Source: an optimization exercise on an open RTL-to-GDS flow (aim: small area, a short achievable clock period and few clock cycles per item). Production flows keep margins and buffers that such runs may drop. Only simulation tests tie the RTL to the original design; equivalence was not proved.

==> umber <==
==> flow/design.v <==
module re_dist_add #(parameter W = 8) (
    input  wire [W-1:0] a,
    input  wire [W-1:0] b,
    input  wire         cin,
    output wire [W-1:0] s,
    output wire         cout
);
    localparam N = W + 1;
    localparam TOP = (N > 64) ? 64 : (N > 32) ? 32 : (N > 16) ? 16 : (N > 8) ? 8 : (N > 4) ? 4 : (N > 2) ? 2 : 1;
    reg [N-1:0] g, p;
    reg [W-1:0] hp;
    integer i, l;
    always @* begin
        g[0] = cin;
        p[0] = 1'b0;
        for (i = 0; i < W; i = i + 1) begin
            g[i+1] = a[i] & b[i];
            p[i+1] = a[i] ^ b[i];
            hp[i]  = a[i] ^ b[i];
        end
        for (l = 1; l < N; l = l * 2)
            for (i = 2 * l - 1; i < N; i = i + 2 * l) begin
                g[i] = g[i] | (p[i] & g[i-l]);
                p[i] = p[i] & p[i-l];
            end
        for (l = TOP; l >= 1; l = l / 2)
            for (i = 3 * l - 1; i < N; i = i + 2 * l) begin
                g[i] = g[i] | (p[i] & g[i-l]);
                p[i] = p[i] & p[i-l];
            end
    end
    assign s    = hp ^ g[W-1:0];
    assign cout = g[W];
endmodule
module re_dist (
    input  wire        clk,
    input  wire        rst,
    input  wire        start,
    input  wire        mode,
    input  wire [39:0] a,
    input  wire [39:0] b,
    input  wire [39:0] c,
    input  wire [39:0] d,
    input  wire [39:0] rx_time,
    output wire        ready,
    output reg         done,
    output wire        ok,
    output wire [63:0] tof,
    output wire [63:0] dist_mm
);
    localparam integer K = 6;
    localparam integer W = 65 + K;
    localparam [24:0] DIVC = 25'd32000000;
    localparam [24:0] CLO  = 25'd21896229;       
    reg        st_idle, st_m1, st_m2, st_div;
    reg [3:0]  sc;        
    reg [69:0] X;         
    reg        xo;        
    reg [39:0] Y;         
    reg        yprev;     
    reg [39:0] Cc;        
    reg [39:0] Dd;        
    reg [W-1:0] P;        
    reg [41:0] s;
    reg        bad;
    reg        okr;
    reg        started;
    reg [4:0]  pos;
    assign ready   = st_idle;
    assign ok      = okr;
    assign tof     = {33'd0, P[30:0]};
    assign dist_mm = {30'd0, Cc[33:0]};
    wire [6:0]   yb = {Y[5:0], yprev};
    wire [W-1:0] row [0:2];
    wire [2:0]   neg;
    genvar gi;
    generate
        for (gi = 0; gi < 3; gi = gi + 1) begin : g_row
            wire b0 = yb[2*gi], b1 = yb[2*gi+1], b2 = yb[2*gi+2];
            wire one = b1 ^ b0;
            wire two = (b2 & ~b1 & ~b0) | (~b2 & b1 & b0);
            assign neg[gi] = b2 & ~(b1 & b0);
            wire [W-1:0] mag = ({W{one}} & {1'b0, X}) | ({W{two}} & {X, 1'b0});
            assign row[gi] = {W{neg[gi]}} ^ (mag << (2*gi));
        end
    endgenerate
    wire [W-1:0] cs_s0 = row[0] ^ row[1] ^ row[2];
    wire [W-1:0] cs_c0 = {((row[0] & row[1]) | (row[0] & row[2]) | (row[1] & row[2])), neg[0]};
    wire [W-1:0] cs_s1 = P ^ cs_s0 ^ cs_c0;
    wire [W-1:0] cs_c1 = {((P & cs_s0) | (P & cs_c0) | (cs_s0 & cs_c0)), neg[1]};
    wire [W-1:0] msum  = cs_s1 + cs_c1 + {{(W-1){1'b0}}, neg[2]};
    wire [63:0]  dval  = ~msum[63:0];        
    wire         mbad  = (xo | (|X[69:64])) & (|Y);
    wire         ylast = ~(|Y[39:K]) & ~Y[K-1];
    wire         m1end = st_m1 & ylast;
    wire         m2end = st_m2 & ylast & (sc[2] | sc[3]);
    wire         p1big = |msum[W-1:64];        
    wire         dneg  = ~(&msum[W-1:64]);     
    wire         mfail = m2end & (bad | mbad | dneg);
    wire [41:0] R = X[41:0];
    wire [42:0] ad_a = ({43{st_idle}}       & {3'b000, rx_time})
                     | ({43{sc[0]}}         & {3'b000, X[39:0]})
                     | ({43{sc[1] | sc[2]}} & {1'b0, s})
                     | ({43{sc[3]}}         & {R, P[63]});
    wire [42:0] ad_b = ({43{st_idle}}       & {3'b111, ~c})
                     | ({43{sc[0]}}         & {3'b000, Y})
                     | ({43{sc[1]}}         & {3'b000, Cc})
                     | ({43{sc[2]}}         & {3'b000, Dd})
                     | ({43{sc[3]}}         & ~{1'b0, s});
    wire        ad_c = st_idle | sc[3];
    wire [42:0] ad_s;
    wire        ad_co;
    re_dist_add #(.W(43)) u_add (.a(ad_a), .b(ad_b), .cin(ad_c), .s(ad_s), .cout(ad_co));
    wire [41:0] sa    = ad_s[41:0];
    wire [42:0] trial = ad_s;
    wire        q     = ad_co;           
    wire [41:0] r_nxt = q ? trial[41:0] : {R[40:0], P[63]};
    wire [49:0] sk_diff;
    wire        sk_ge;
    re_dist_add #(.W(50)) u_skip (.a({R, P[63:56]}), .b(~{8'd0, s}), .cin(1'b1), .s(sk_diff), .cout(sk_ge));
    wire        skip8 = ~started & (pos[4] | pos[3]) & ~sk_ge;
    wire        dlast = st_div & ~skip8 & (pos == 5'd0);
    wire [33:0] Q  = Cc[33:0];
    wire [24:0] R2 = Dd[24:0];
    wire [25:0] r2a;
    wire        c0;        
    re_dist_add #(.W(26)) u_r2a (.a({R2, 1'b0}), .b(~{1'b0, DIVC}), .cin(1'b1), .s(r2a), .cout(c0));
    wire [24:0] r2n0 = c0 ? r2a[24:0] : {R2[23:0], 1'b0};
    wire [33:0] qn0  = {Q[32:0], c0};
    wire        c1a = (R2 >= 25'd5051886);       
    wire        c1b = (R2 >= 25'd21051886);      
    wire [25:0] k1  = c1b ? (26'd42103771 ^ 26'h3ffffff) + 26'd1
                    : c1a ? (26'd10103771 ^ 26'h3ffffff) + 26'd1
                    : {1'b0, CLO};
    wire [25:0] t1;
    wire        t1co;
    re_dist_add #(.W(26)) u_t1 (.a({R2, 1'b0}), .b(k1), .cin(1'b0), .s(t1), .cout(t1co));
    wire [24:0] r2n1 = t1[24:0];
    wire [32:0] h1, h2;      
    wire        h1co, h2co;
    re_dist_add #(.W(33)) u_q2 (.a(Q[33:1]), .b(33'd0), .cin(1'b1), .s(h1), .cout(h1co));
    re_dist_add #(.W(33)) u_q3 (.a(Q[33:1]), .b({32'd0, Q[0]}), .cin(1'b1), .s(h2), .cout(h2co));
    wire [33:0] qp2 = {h1, Q[0]};                
    wire [33:0] qp3 = {h2, ~Q[0]};               
    wire [33:0] qn1 = c1b ? {qp3[32:0], 1'b0} : {qp2[32:0], c1a};
    always @(posedge clk) begin
        if (rst) begin
            st_idle <= 1'b1;
            st_m1   <= 1'b0;
            st_m2   <= 1'b0;
            st_div  <= 1'b0;
            sc      <= 4'd0;
            done    <= 1'b0;
        end else begin
            st_idle <= st_idle ? ~start : mfail | dlast;
            st_m1   <= st_idle ? start : st_m1 & ~ylast;
            st_m2   <= m1end | (st_m2 & ~m2end);
            st_div  <= (m2end & ~(bad | mbad | dneg)) | (st_div & ~dlast);
            sc      <= st_idle ? {3'd0, start}
                     : (mfail | dlast) ? 4'd0
                     : {sc[3] | sc[2], sc[1], sc[0], 1'b0};
            done    <= mfail | dlast;
        end
    end
    always @(posedge clk) begin
        okr <= dlast & (|s);                  
        if (~st_idle & ~sc[3])
            s <= sa;
        if (st_idle) begin
            xo      <= 1'b0;
            bad     <= 1'b0;
            P       <= {W{1'b0}};
            X       <= {30'd0, mode ? b : a};
            Y       <= mode ? sa[39:0] : b;
            yprev   <= 1'b0;
            Cc      <= mode ? a : c;
            Dd      <= d;
            pos     <= 5'd30;
            started <= 1'b0;
        end else if (st_div) begin
            Y       <= Y >> K;
            yprev   <= Y[K-1];
            X[69:42] <= 28'd0;
            P[W-1:64] <= {(W-64){1'b0}};
            pos     <= pos - (skip8 ? 5'd8 : 5'd1);
            if (skip8) begin
                X[41:0] <= {R[33:0], P[63:56]};
                P[63:0] <= {P[55:0], 8'd0};
                Cc[33:0] <= 34'd0;
                Dd[24:0] <= 25'd0;
            end else begin
                X[41:0] <= r_nxt;
                P[63:0] <= {P[62:0], q};
                started <= started | q;
                if (started) begin
                    Cc[33:0] <= q ? qn1 : qn0;
                    Dd[24:0] <= q ? r2n1 : r2n0;
                end else begin
                    Cc[33:0] <= q ? 34'd4 : 34'd0;
                    Dd[24:0] <= q ? CLO : 25'd0;
                end
            end
        end else begin
            bad     <= bad | mbad;
            pos     <= 5'd30;
            started <= 1'b0;
            Y       <= Y >> K;
            yprev   <= Y[K-1];
            P       <= msum;
            X       <= X << K;
            xo      <= xo | (|X[69:70-K]);
            if (m1end) begin
                bad   <= bad | mbad | p1big;
                P     <= ~msum;
                X     <= {30'd0, Cc};
                xo    <= 1'b0;
                Y     <= Dd;
                yprev <= 1'b0;
            end
            if (m2end) begin
                X <= {39'd0, dval[63:31]};
                P <= {{(W-64){1'b0}}, dval[30:0], 33'd0};
            end
        end
    end
endmodule
==> flow/run.sh <==
#!/bin/bash
# synth_recipe.tcl (not shown) runs the flow's synth.tcl, then flattens the netlist and writes it again
# the make line also repeats each setting of config.mk as NAME=value (left out here)
make -C /OpenROAD-flow-scripts/flow DESIGN_CONFIG=/design/flow/config.mk WORK_HOME=/design/flow/orfs CLKGATE_MAP_FILE= SYNTH_SCRIPT=/design/flow/synth_recipe.tcl finish
==> flow/config.mk <==
export PLATFORM = sky130hd
export DESIGN_NAME = re_dist
export DESIGN_NICKNAME = re_dist
export VERILOG_FILES = /design/flow/design.v
export SDC_FILE = /design/flow/constraint.sdc
export NUM_CORES = 4
export LEC_CHECK = 0
export CAP_MARGIN = 20
export CORE_MARGIN = 2
export CORE_UTILIZATION = 40
export PLACE_DENSITY = 0.6
export SETUP_SLACK_MARGIN = 5
export SLEW_MARGIN = 20
==> flow/constraint.sdc <==
create_clock -name core_clock -period 12.0 [get_ports {clk}]
set_input_delay 2.4000 -clock core_clock [delete_from_list [all_inputs] [get_ports {clk}]]
set_output_delay 2.4000 -clock core_clock [all_outputs]
set_load 0.01 [all_outputs]
==> delta (differences from umber) <==
--- a/flow/design.v
+++ b/flow/design.v
@@ -68,7 +68,7 @@
     reg [4:0]  pos;
     assign ready   = st_idle;
     assign ok      = okr;
-    assign tof     = {33'd0, P[30:0]};
+    assign tof     = P[63:0];                
     assign dist_mm = {30'd0, Cc[33:0]};
     wire [6:0]   yb = {Y[5:0], yprev};
     wire [W-1:0] row [0:2];
@@ -88,7 +88,9 @@
     wire [W-1:0] cs_c0 = {((row[0] & row[1]) | (row[0] & row[2]) | (row[1] & row[2])), neg[0]};
     wire [W-1:0] cs_s1 = P ^ cs_s0 ^ cs_c0;
     wire [W-1:0] cs_c1 = {((P & cs_s0) | (P & cs_c0) | (cs_s0 & cs_c0)), neg[1]};
-    wire [W-1:0] msum  = cs_s1 + cs_c1 + {{(W-1){1'b0}}, neg[2]};
+    wire [W-1:0] msum;
+    wire         mco;
+    re_dist_add #(.W(W)) u_madd (.a(cs_s1), .b(cs_c1), .cin(neg[2]), .s(msum), .cout(mco));
     wire [63:0]  dval  = ~msum[63:0];        
     wire         mbad  = (xo | (|X[69:64])) & (|Y);
     wire         ylast = ~(|Y[39:K]) & ~Y[K-1];
@@ -115,11 +117,15 @@
     wire [42:0] trial = ad_s;
     wire        q     = ad_co;           
     wire [41:0] r_nxt = q ? trial[41:0] : {R[40:0], P[63]};
+    wire        dfirst = (pos == 5'd30);
+    wire [49:0] sk_a = dfirst ? {1'b0, R[32:0], P[63:48]} : {R, P[63:56]};
     wire [49:0] sk_diff;
     wire        sk_ge;
-    re_dist_add #(.W(50)) u_skip (.a({R, P[63:56]}), .b(~{8'd0, s}), .cin(1'b1), .s(sk_diff), .cout(sk_ge));
-    wire        skip8 = ~started & (pos[4] | pos[3]) & ~sk_ge;
-    wire        dlast = st_div & ~skip8 & (pos == 5'd0);
+    re_dist_add #(.W(50)) u_skip (.a(sk_a), .b(~{8'd0, s}), .cin(1'b1), .s(sk_diff), .cout(sk_ge));
+    wire        skip16 = dfirst & ~sk_ge;
+    wire        skip8  = ~dfirst & ~started & (pos[4] | pos[3]) & ~sk_ge;
+    wire        skip   = skip16 | skip8;
+    wire        dlast  = st_div & ~skip & (pos == 5'd0);
     wire [33:0] Q  = Cc[33:0];
     wire [24:0] R2 = Dd[24:0];
     wire [25:0] r2a;
@@ -182,10 +188,10 @@
             yprev   <= Y[K-1];
             X[69:42] <= 28'd0;
             P[W-1:64] <= {(W-64){1'b0}};
-            pos     <= pos - (skip8 ? 5'd8 : 5'd1);
-            if (skip8) begin
-                X[41:0] <= {R[33:0], P[63:56]};
-                P[63:0] <= {P[55:0], 8'd0};
+            pos     <= pos - (skip16 ? 5'd16 : skip8 ? 5'd8 : 5'd1);
+            if (skip) begin
+                X[41:0] <= skip16 ? {R[25:0], P[63:48]} : {R[33:0], P[63:56]};
+                P[63:0] <= skip16 ? {P[47:0], 16'd0} : {P[55:0], 8'd0};
                 Cc[33:0] <= 34'd0;
                 Dd[24:0] <= 25'd0;
             end else begin
==> results.py <==
metrics = {
    "outcome": {
        "status": "finished clean",
    },
    "floorplanning": {
        "die_h_um": 301,
    },
    "finish": {
        "buffer_area_frac": 0.0805,
    },
    "setup_path": {
        "critical_path_buf_inv_count": 3,
    },
    "logic_synthesis": {
        "synth_compound_area_frac": 0.245,
    },
    "placed_design": {
        "numPortBuffers": 271,
        "place_congestion": 1.01,
    },
}
[end of results for umber]
==> results.py <==
metrics = {
    "timing": {
        "hold_ws_ns": 0.496,
        "finalSetupViolCount": 0,
    },
    "logic_synthesis": {
        "ys_types": 82,
        "synth_compound_area_frac": 0.215,
    },
    "placed_design": {
        "place_congestion": 1.02,
        "numPortBuffers": 304,
    },
    "setup_path": {
        "critical_path_buf_inv_count": 2,
    },
    "floorplanning": {
        "rows": 108,
        "die_h_um": 300,
    },
    "outcome": {
        "status": "finished clean",
    },
}
[end of results for delta]
Testbench counts of umber, summed over its fixed seeds: cycles 7,128, items 320.
Testbench counts of delta, summed over its fixed seeds: cycles 6,818, items 320.

re-timing with driven ports:
No port has a modelled driver above. Below, the same layouts with a new extraction and two added sets of constraints.
Step 1, drivers: a clkbuf_16 drives clk and a buf_2 each remaining input, both assumed.
Step 2 times the ports against the registers' clock, not the clock port: input delays grow and output delays shrink by t, the midpoint of the rising clock arrivals with the driver on.
Three values: ideal, step 1, step 2; two values: the first two.
run | t, ns | setup slack, ns | worst setup path after step 2 | slew at the worst register clock pin (ns) | worst slew at a driven data input, ns
umber | 0.679 | 5.218 / 5.218 / 4.630 | input to register | 0.06 / 0.06 | 0.05
delta | 0.666 | 5.237 / 5.237 / 4.641 | input to register | 0.06 / 0.06 | 0.05
After both steps every run listed still meets setup and hold. For delta, which loses most, drivers alone change the setup slack by 0.000 ns; drivers and shift together by -0.596 ns.
